Source: an optimization exercise on an open RTL-to-GDS flow (aim: small area, a short achievable clock period and few clock cycles per item). Production flows keep margins and buffers that such runs may drop. Function was checked by simulation only, so behaviour that the tests miss may differ from the original. Power is estimated from default activity; no workload was simulated.

[design/flow/run.sh]
#!/bin/bash
# synth_recipe.tcl (not shown) runs the flow's synth.tcl, then flattens the netlist and writes it again
# the make line also repeats each setting of config.mk as NAME=value (left out here)
make -C /OpenROAD-flow-scripts/flow DESIGN_CONFIG=/design/flow/config.mk WORK_HOME=/design/flow/orfs CLKGATE_MAP_FILE= SYNTH_SCRIPT=/design/flow/synth_recipe.tcl finish
[design/flow/design.v]
module md5_xform (
    input  wire         clk,
    input  wire         rst,
    input  wire         start,      
    input  wire [127:0] h_in,       
    input  wire [511:0] block_in,   
    output reg          busy,
    output reg          done,       
    output wire [127:0] h_out
);
    reg [31:0] X [0:15];
    reg [31:0] H [0:3];
    reg [31:0] a, b, c, d;
    reg [5:0]  step;
    reg        fin;                  
    localparam [2047:0] T_TAB = {
        32'hEB86D391, 32'h2AD7D2BB, 32'hBD3AF235, 32'hF7537E82,
        32'h4E0811A1, 32'hA3014314, 32'hFE2CE6E0, 32'h6FA87E4F,
        32'h85845DD1, 32'hFFEFF47D, 32'h8F0CCC92, 32'h655B59C3,
        32'hFC93A039, 32'hAB9423A7, 32'h432AFF97, 32'hF4292244,
        32'hC4AC5665, 32'h1FA27CF8, 32'hE6DB99E5, 32'hD9D4D039,
        32'h04881D05, 32'hD4EF3085, 32'hEAA127FA, 32'h289B7EC6,
        32'hBEBFBC70, 32'hF6BB4B60, 32'h4BDECFA9, 32'hA4BEEA44,
        32'hFDE5380C, 32'h6D9D6122, 32'h8771F681, 32'hFFFA3942,
        32'h8D2A4C8A, 32'h676F02D9, 32'hFCEFA3F8, 32'hA9E3E905,
        32'h455A14ED, 32'hF4D50D87, 32'hC33707D6, 32'h21E1CDE6,
        32'hE7D3FBC8, 32'hD8A1E681, 32'h02441453, 32'hD62F105D,
        32'hE9B6C7AA, 32'h265E5A51, 32'hC040B340, 32'hF61E2562,
        32'h49B40821, 32'hA679438E, 32'hFD987193, 32'h6B901122,
        32'h895CD7BE, 32'hFFFF5BB1, 32'h8B44F7AF, 32'h698098D8,
        32'hFD469501, 32'hA8304613, 32'h4787C62A, 32'hF57C0FAF,
        32'hC1BDCEEE, 32'h242070DB, 32'hE8C7B756, 32'hD76AA478
    };
    wire [1:0] stage = step[5:4];
    wire [3:0] r     = step[3:0];
    reg  [3:0] k;
    always @(*) begin
        case (stage)
            2'd0: k = r;
            2'd1: k = 4'd1 + 4'd5 * r;
            2'd2: k = 4'd5 + 4'd3 * r;
            default: k = 4'd7 * r;
        endcase
    end
    reg [4:0] s;
    always @(*) begin
        case ({stage, step[1:0]})
            4'h0: s = 5'd7;  4'h1: s = 5'd12; 4'h2: s = 5'd17; 4'h3: s = 5'd22;
            4'h4: s = 5'd5;  4'h5: s = 5'd9;  4'h6: s = 5'd14; 4'h7: s = 5'd20;
            4'h8: s = 5'd4;  4'h9: s = 5'd11; 4'hA: s = 5'd16; 4'hB: s = 5'd23;
            4'hC: s = 5'd6;  4'hD: s = 5'd10; 4'hE: s = 5'd15; default: s = 5'd21;
        endcase
    end
    reg [31:0] g;
    always @(*) begin
        case (stage)
            2'd0: g = (b & c) | (~b & d);
            2'd1: g = (b & d) | (c & ~d);
            2'd2: g = b ^ c ^ d;
            default: g = c ^ (b | ~d);
        endcase
    end
    wire [31:0] tmp = a + g + X[k] + T_TAB[32*step +: 32];
    wire [63:0] dbl = {tmp, tmp} << s;
    wire [31:0] rot = dbl[63:32];
    integer n;
    always @(posedge clk) begin
        if (rst) begin
            busy <= 1'b0;
            done <= 1'b0;
            fin  <= 1'b0;
            step <= 6'd0;
        end else begin
            done <= 1'b0;
            if (!busy) begin
                if (start) begin
                    for (n = 0; n < 16; n = n + 1)
                        X[n] <= block_in[32*n +: 32];
                    for (n = 0; n < 4; n = n + 1)
                        H[n] <= h_in[32*n +: 32];
                    a <= h_in[31:0];
                    b <= h_in[63:32];
                    c <= h_in[95:64];
                    d <= h_in[127:96];
                    step <= 6'd0;
                    fin  <= 1'b0;
                    busy <= 1'b1;
                end
            end else if (fin) begin
                H[0] <= H[0] + a;
                H[1] <= H[1] + b;
                H[2] <= H[2] + c;
                H[3] <= H[3] + d;
                fin  <= 1'b0;
                busy <= 1'b0;
                done <= 1'b1;
            end else begin
                a <= d;
                b <= b + rot;
                c <= b;
                d <= c;
                step <= step + 6'd1;
                if (step == 6'd63)
                    fin <= 1'b1;
            end
        end
    end
    assign h_out = {H[3], H[2], H[1], H[0]};
endmodule
module sha1_xform (
    input  wire         clk,
    input  wire         rst,
    input  wire         start,      
    input  wire [159:0] h_in,       
    input  wire [511:0] block_in,   
    output reg          busy,
    output reg          done,       
    output wire [159:0] h_out
);
    reg [31:0] W [0:15];            
    reg [31:0] H [0:4];
    reg [31:0] a, b, c, d, e;
    reg [6:0]  t;
    reg        fin;
    function [31:0] rotl(input [31:0] x, input integer n);
        rotl = (x << n) | (x >> (32 - n));
    endfunction
    function [31:0] bswap(input [31:0] x);
        bswap = {x[7:0], x[15:8], x[23:16], x[31:24]};
    endfunction
    reg [31:0] f, kc;
    always @(*) begin
        if (t < 7'd20) begin
            f  = (b & c) | (~b & d);
            kc = 32'h5A827999;
        end else if (t < 7'd40) begin
            f  = b ^ c ^ d;
            kc = 32'h6ED9EBA1;
        end else if (t < 7'd60) begin
            f  = (b & c) | (b & d) | (c & d);
            kc = 32'h8F1BBCDC;
        end else begin
            f  = b ^ c ^ d;
            kc = 32'hCA62C1D6;
        end
    end
    wire [31:0] tmp   = rotl(a, 5) + f + e + W[0] + kc;
    wire [31:0] w_new = rotl(W[13] ^ W[8] ^ W[2] ^ W[0], 1);
    integer n;
    always @(posedge clk) begin
        if (rst) begin
            busy <= 1'b0;
            done <= 1'b0;
            fin  <= 1'b0;
            t    <= 7'd0;
        end else begin
            done <= 1'b0;
            if (!busy) begin
                if (start) begin
                    for (n = 0; n < 16; n = n + 1)
                        W[n] <= bswap(block_in[32*n +: 32]);
                    for (n = 0; n < 5; n = n + 1)
                        H[n] <= h_in[32*n +: 32];
                    a <= h_in[31:0];
                    b <= h_in[63:32];
                    c <= h_in[95:64];
                    d <= h_in[127:96];
                    e <= h_in[159:128];
                    t    <= 7'd0;
                    fin  <= 1'b0;
                    busy <= 1'b1;
                end
            end else if (fin) begin
                H[0] <= H[0] + a;
                H[1] <= H[1] + b;
                H[2] <= H[2] + c;
                H[3] <= H[3] + d;
                H[4] <= H[4] + e;
                fin  <= 1'b0;
                busy <= 1'b0;
                done <= 1'b1;
            end else begin
                e <= d;
                d <= c;
                c <= rotl(b, 30);
                b <= a;
                a <= tmp;
                for (n = 0; n < 15; n = n + 1)
                    W[n] <= W[n+1];
                W[15] <= w_new;
                t <= t + 7'd1;
                if (t == 7'd79)
                    fin <= 1'b1;
            end
        end
    end
    assign h_out = {H[4], H[3], H[2], H[1], H[0]};
endmodule
module hash_xform (
    input  wire         clk,
    input  wire         rst,        
    input  wire         start,
    input  wire         alg,        
    input  wire [159:0] h_in,
    input  wire [511:0] block_in,
    output wire         ready,
    output wire         done,
    output wire [159:0] h_out
);
    wire         md5_busy, md5_done;
    wire         sha1_busy, sha1_done;
    wire [127:0] md5_h;
    wire [159:0] sha1_h;
    assign ready = !md5_busy && !sha1_busy;
    md5_xform u_md5 (
        .clk      (clk),
        .rst      (rst),
        .start    (start && ready && !alg),
        .h_in     (h_in[127:0]),
        .block_in (block_in),
        .busy     (md5_busy),
        .done     (md5_done),
        .h_out    (md5_h)
    );
    sha1_xform u_sha1 (
        .clk      (clk),
        .rst      (rst),
        .start    (start && ready && alg),
        .h_in     (h_in),
        .block_in (block_in),
        .busy     (sha1_busy),
        .done     (sha1_done),
        .h_out    (sha1_h)
    );
    assign done  = md5_done || sha1_done;
    assign h_out = md5_done ? {32'd0, md5_h} : sha1_h;
endmodule
[design/flow/config.mk]
export PLATFORM = sky130hd
export DESIGN_NAME = hash_xform
export DESIGN_NICKNAME = hash_xform
export VERILOG_FILES = /design/flow/design.v
export SDC_FILE = /design/flow/constraint.sdc
export NUM_CORES = 4
export LEC_CHECK = 0
export CAP_MARGIN = 20
export CORE_MARGIN = 2
export CORE_UTILIZATION = 40
export PLACE_DENSITY = 0.6
export SETUP_SLACK_MARGIN = 0.4
export SLEW_MARGIN = 35
[design/flow/constraint.sdc]
create_clock -name core_clock -period 12.0 [get_ports {clk}]
set_input_delay 2.4000 -clock core_clock [delete_from_list [all_inputs] [get_ports {clk}]]
set_output_delay 2.4000 -clock core_clock [all_outputs]
set_load 0.01 [all_outputs]
==> qor.log <==
INFO  run_status     result_of_the_run=no timing/DRC/antenna violations
INFO  routing        post-route-drc-count=0
INFO  yosys          asyncSetResetFlopFracSynth=0
INFO  worst_setup_path cp_top_family=compound AO/OA/AOI/OAI gates
INFO  yosys          synth_area=0.0962mm2
INFO  yosys          yosys_most_used_dff=sky130_fd_sc_hd__edfxtp_1
INFO  yosys          syn_avg_cell_area=12.0um2
INFO  clock_tree     tritoncts_buffer_count=182
INFO  routing        average_wire_per_cell_in_the_routed_design=33.8um
INFO  finish         final_area=0.116mm2
INFO  sta            timing_worst_slew_pin_value=1.04ns
INFO  global_route   grt_pass1_wl=561000um
INFO  worst_setup_path standard_cell_with_the_maximum_stage_delay_on_the_critical_path=sky130_fd_sc_hd__fa_1
INFO  floorplan      chipWidth=494um
INFO  yosys          syn_nets=9327
INFO  finish         fillCellCount=21400
INFO  sta            timing.final.setup_violations=0
INFO  sta            period_minus_slack=11.17ns
INFO  yosys          yosys_register_bits=1624
INFO  clock_tree     cts.repair.resized=0
INFO  clock_tree     cts.sinks=1624
INFO  sta            fmax=89.5MHz
INFO  clock_tree     insertion_delay=0.91ns
INFO  yosys          synth_edf_count=1600
INFO  placed_design  placed_area=0.109mm2
INFO  worst_hold_path min_from=u_sha1.W[12][7]$_DFFE_PP_
INFO  worst_setup_path setup.worst_path.start_class=register
INFO  worst_setup_path r2r_setup_slack=0.83ns
INFO  clock_tree     cts.path.max_buffers=3
INFO  power_and_ir_drop power_density=166mW/mm2
INFO  power_and_ir_drop leakagePower=42.2nW
INFO  worst_setup_path regToRegStartpoint=u_md5.step[2]$_SDFFE_PP0P_
INFO  routing        post_drt_via_cell_ratio=6.06
INFO  global_route   globalRouteOverflowTotal=0
INFO  worst_setup_path critPathBufInv=7
INFO  global_route   grt_start_max_net_pins=167
INFO  placed_design  gpl.final_weighted_congestion=1.01
INFO  clock_tree     cts-htree-levels=4
INFO  finish         final_nets=10200
INFO  sta            final-hold-violation-count=0
INFO  global_route   first_global_vias=71200
INFO  yosys          ys_warn_count=6
INFO  placed_design  dpl.hpwl=324000um
INFO  clock_tree     cts_tree=done
INFO  worst_setup_path crit_top_cell=sky130_fd_sc_hd__ha_1
INFO  finish         synthToLayoutAreaGrowth=20.1%
INFO  finish         layout.core_utilization=0.482
INFO  routing        finalWirelength=414000um
INFO  floorplan      die_area=0.245mm2
INFO  worst_setup_path rr_worst_depth=49
INFO  routing        first_iter_violations=8935
INFO  yosys          synth_cell_type_count=92
INFO  job            max_cap_viol_count=0
INFO  worst_setup_path r2r-end=u_md5.b[28]$_DFFE_PP_
INFO  worst_setup_path worst_ep_arrival_time=11.74ns
INFO  worst_setup_path timing.critical_path.to_type=register
INFO  worst_setup_path critPathRequiredTime=12.56ns
INFO  floorplan      floorplan.initialDensity=0.401
INFO  worst_hold_path min_path_cells=1
INFO  sta            worst_relative_slew_slack=0.304
INFO  worst_setup_path critical_path_class=register to register
INFO  sta            skew=0.117ns
INFO  placed_design  numPortBuffers=837
INFO  clock_tree     cts_root_buffer=sky130_fd_sc_hd__clkbuf_16
INFO  floorplan      die_h=494um
INFO  finish         drive_above_1_share=0.161
INFO  floorplan      floorplan.core_area=0.240mm2
INFO  routing        num_vias=74200
INFO  worst_setup_path crit_fanout=14
INFO  power_and_ir_drop total_power=19.2mW
INFO  sta            rsz0062_at_grt=false
INFO  clock_tree     postCtsSetupBuffers=0
INFO  yosys          post_synth_inst_count=8045
INFO  sta            fin_worst_hold_slack=0.499ns
INFO  floorplan      row_count=180
INFO  power_and_ir_drop power.ir.vdd_worst=0.134mV
INFO  yosys          ys_seq_area_frac=0.504
INFO  sta            drv_slew=0
INFO  sta            period_share=0.931
INFO  clock_tree     ctsHoldBuffers=0
INFO  floorplan      design.portCount=838
INFO  global_route   antenna_found_initial=70
INFO  clock_tree     clock_pin_slew_on_the_worst_setup_and_hold_paths=0.06ns
INFO  global_route   groute.usage.overall=0.329
INFO  routing        drt_pass1_iterations=6
INFO  worst_setup_path crit_path_max_incr_delay=0.53ns
INFO  worst_hold_path worst_hold_end=u_sha1.W[11][7]$_DFFE_PP_
INFO  routing        antenna_violating_nets_post_route=0
INFO  worst_hold_path worstHoldPathType=register to register
-- Yosys cell counts (99+ instances only) --
master | instances | area share
sky130_fd_sc_hd__clkbuf_1 | 312 | 0.012
sky130_fd_sc_hd__nor2b_1 | 99 | 0.0064
sky130_fd_sc_hd__a21o_1 | 190 | 0.015
sky130_fd_sc_hd__xnor2_1 | 313 | 0.028
sky130_fd_sc_hd__a22oi_1 | 100 | 0.0078
sky130_fd_sc_hd__a21oi_1 | 465 | 0.024
sky130_fd_sc_hd__xor2_1 | 162 | 0.015
sky130_fd_sc_hd__nand2_1 | 650 | 0.025
sky130_fd_sc_hd__nor2_1 | 382 | 0.015
sky130_fd_sc_hd__o21ai_0 | 406 | 0.021
sky130_fd_sc_hd__inv_1 | 437 | 0.017
sky130_fd_sc_hd__fa_1 | 194 | 0.040
sky130_fd_sc_hd__mux2_2 | 858 | 0.10
sky130_fd_sc_hd__nand3_1 | 122 | 0.0063
sky130_fd_sc_hd__edfxtp_1 | 1600 | 0.50
sky130_fd_sc_hd__ha_1 | 412 | 0.054
sky130_fd_sc_hd__a31oi_1 | 100 | 0.0065
-- layout make-up --
class | count | area (um2) | area share
Sequential cell | 1624 | 48600 | 0.420
Timing Repair Buffer | 1012 | 10200 | 0.0884
Inverter | 442 | 1670 | 0.0144
Clock inverter | 117 | 1460 | 0.0126
Tap cell | 3185 | 3990 | 0.0345
Clock buffer | 219 | 4700 | 0.0407
Multi-Input combinational cell | 5616 | 45000 | 0.389
Antenna cell | 30 | 75.1 | 0.000649
-- cells by family after synthesis --
group                    share of synthesized area
AO/OA/AOI/OAI                                0.132
flip-flops                                   0.504
XOR/XNOR                                    0.0432
adder cells (fa/ha/maj)                     0.0971
AND/OR/NAND/NOR                             0.0762
buffers and inverters                       0.0317
multiplexers                                 0.115
-- per-stage QoR --
step | setup slack [ns] | setup TNS [ns] | instances
4_1_cts | 0.457 | 0 | 12200
3_3_place_gp | 0.681 | 0 | 11900
6_report | 0.827 | 0 | 12200
2_1_floorplan | -1.02 | -790.23 | 8045
5_1_grt | 0.392 | 0 | 12200
3_5_place_dp | 0.603 | 0 | 11900
-- sequential cells by signal (all words and copies together), names as in the netlist, 5 cells and up --
signal / flops
u_sha1.t: 7
u_sha1.H: 160
u_md5.c: 32
u_md5.d: 32
u_md5.X: 512
u_md5.a: 32
u_sha1.d: 32
u_md5.s: 5
u_md5.step: 6
u_sha1.b: 32
u_sha1.e: 32
u_md5.b: 32
u_sha1.c: 32
u_md5.H: 128
u_sha1.W: 512
u_sha1.a: 32
-- cells in the final DEF, fill, tap and decap left out, drive strengths merged, types with 25 or more instances in the layout --
cell | synthesis | routed
and3 | 25 | 25
a221oi | 79 | 79
o21a | 67 | 67
buf | 51 | 175
xor2 | 162 | 162
a22oi | 100 | 100
o22a | 29 | 29
clkdlybuf4s50 | 0 | 837
o221ai | 42 | 42
nand3 | 122 | 122
o21ai | 414 | 414
o21bai | 43 | 43
nor2b | 99 | 99
a21o | 190 | 190
o211ai | 28 | 28
nor3 | 86 | 86
mux2 | 858 | 858
o31ai | 28 | 28
maj3 | 30 | 30
clkbuf | 312 | 219
fa | 194 | 194
nor2 | 382 | 382
o221a | 32 | 32
edfxtp | 1600 | 1600
ha | 412 | 412
diode | 0 | 30
mux2i | 97 | 97
inv | 438 | 441
xnor2 | 313 | 313
nand4 | 60 | 60
a211oi | 42 | 42
nand2b | 57 | 57
nand2 | 650 | 650
a31oi | 100 | 100
a21oi | 467 | 467
clkinv | 4 | 91
a22o | 68 | 68
or3 | 35 | 35
-- worst max path at each step --
stage	start	to	depth (start not counted)
after floorplan	rst	u_sha1.W[0][0]$_DFFE_PP_	3
after global placement	u_md5.step[2]$_SDFFE_PP0P_	u_md5.b[31]$_DFFE_PP_	49
after detailed placement	u_md5.step[0]$_SDFFE_PP0P_	u_md5.b[31]$_DFFE_PP_	49
after CTS	u_md5.step[2]$_SDFFE_PP0P_	u_md5.b[31]$_DFFE_PP_	49
after global routing	u_md5.step[2]$_SDFFE_PP0P_	u_md5.b[28]$_DFFE_PP_	49
final	u_md5.step[2]$_SDFFE_PP0P_	u_md5.b[28]$_DFFE_PP_	49
-- power breakdown --
| group | total, mW | internal, mW | switching (mW) |
|---|---|---|---|
| Combinational | 6.47 | 2.72 | 3.75 |
| Sequential | 6.92 | 6.62 | 0.302 |
| Clock | 5.83 | 3.28 | 2.55 |
-- per-layer routing --
metal / vias to the layer above / wire [um] / track usage
li1: 31900 / - / -
met1: 37400 / 163000 / 0.425
met2: 4068 / 189000 / 0.518
met3: 759 / 33500 / 0.0564
met4: 20 / 28200 / 0.196
met5: - / 136 / 0
Testbench counts, summed over its fixed seeds: cycles 94,904, blocks 1,280.

[static timing again, ports no longer ideal]
No port has a modelled driver above. Below, the same layout with a new extraction and two added sets of constraints.
Step 1, drivers: a clkbuf_16 drives clk and a buf_2 each remaining input, both assumed.
Step 2, shift: input delay + t, output delay - t, t = (earliest + latest rising clock arrival at the registers) / 2. This alone moves slack from input paths to output paths.
Three values: ideal, step 1, step 2; two values: the first two.
t, ns: 0.952
setup WS [ns]: 0.827 / 0.827 / 0.827
worst hold slack (ns): 0.499 / 0.499 / 0.499
latest minus earliest clock arrival (ns): 0.121 / 0.121
After both steps this run still meets setup and hold. For this run, drivers alone change the setup slack by 0.000 ns; drivers and shift together by 0.000 ns.
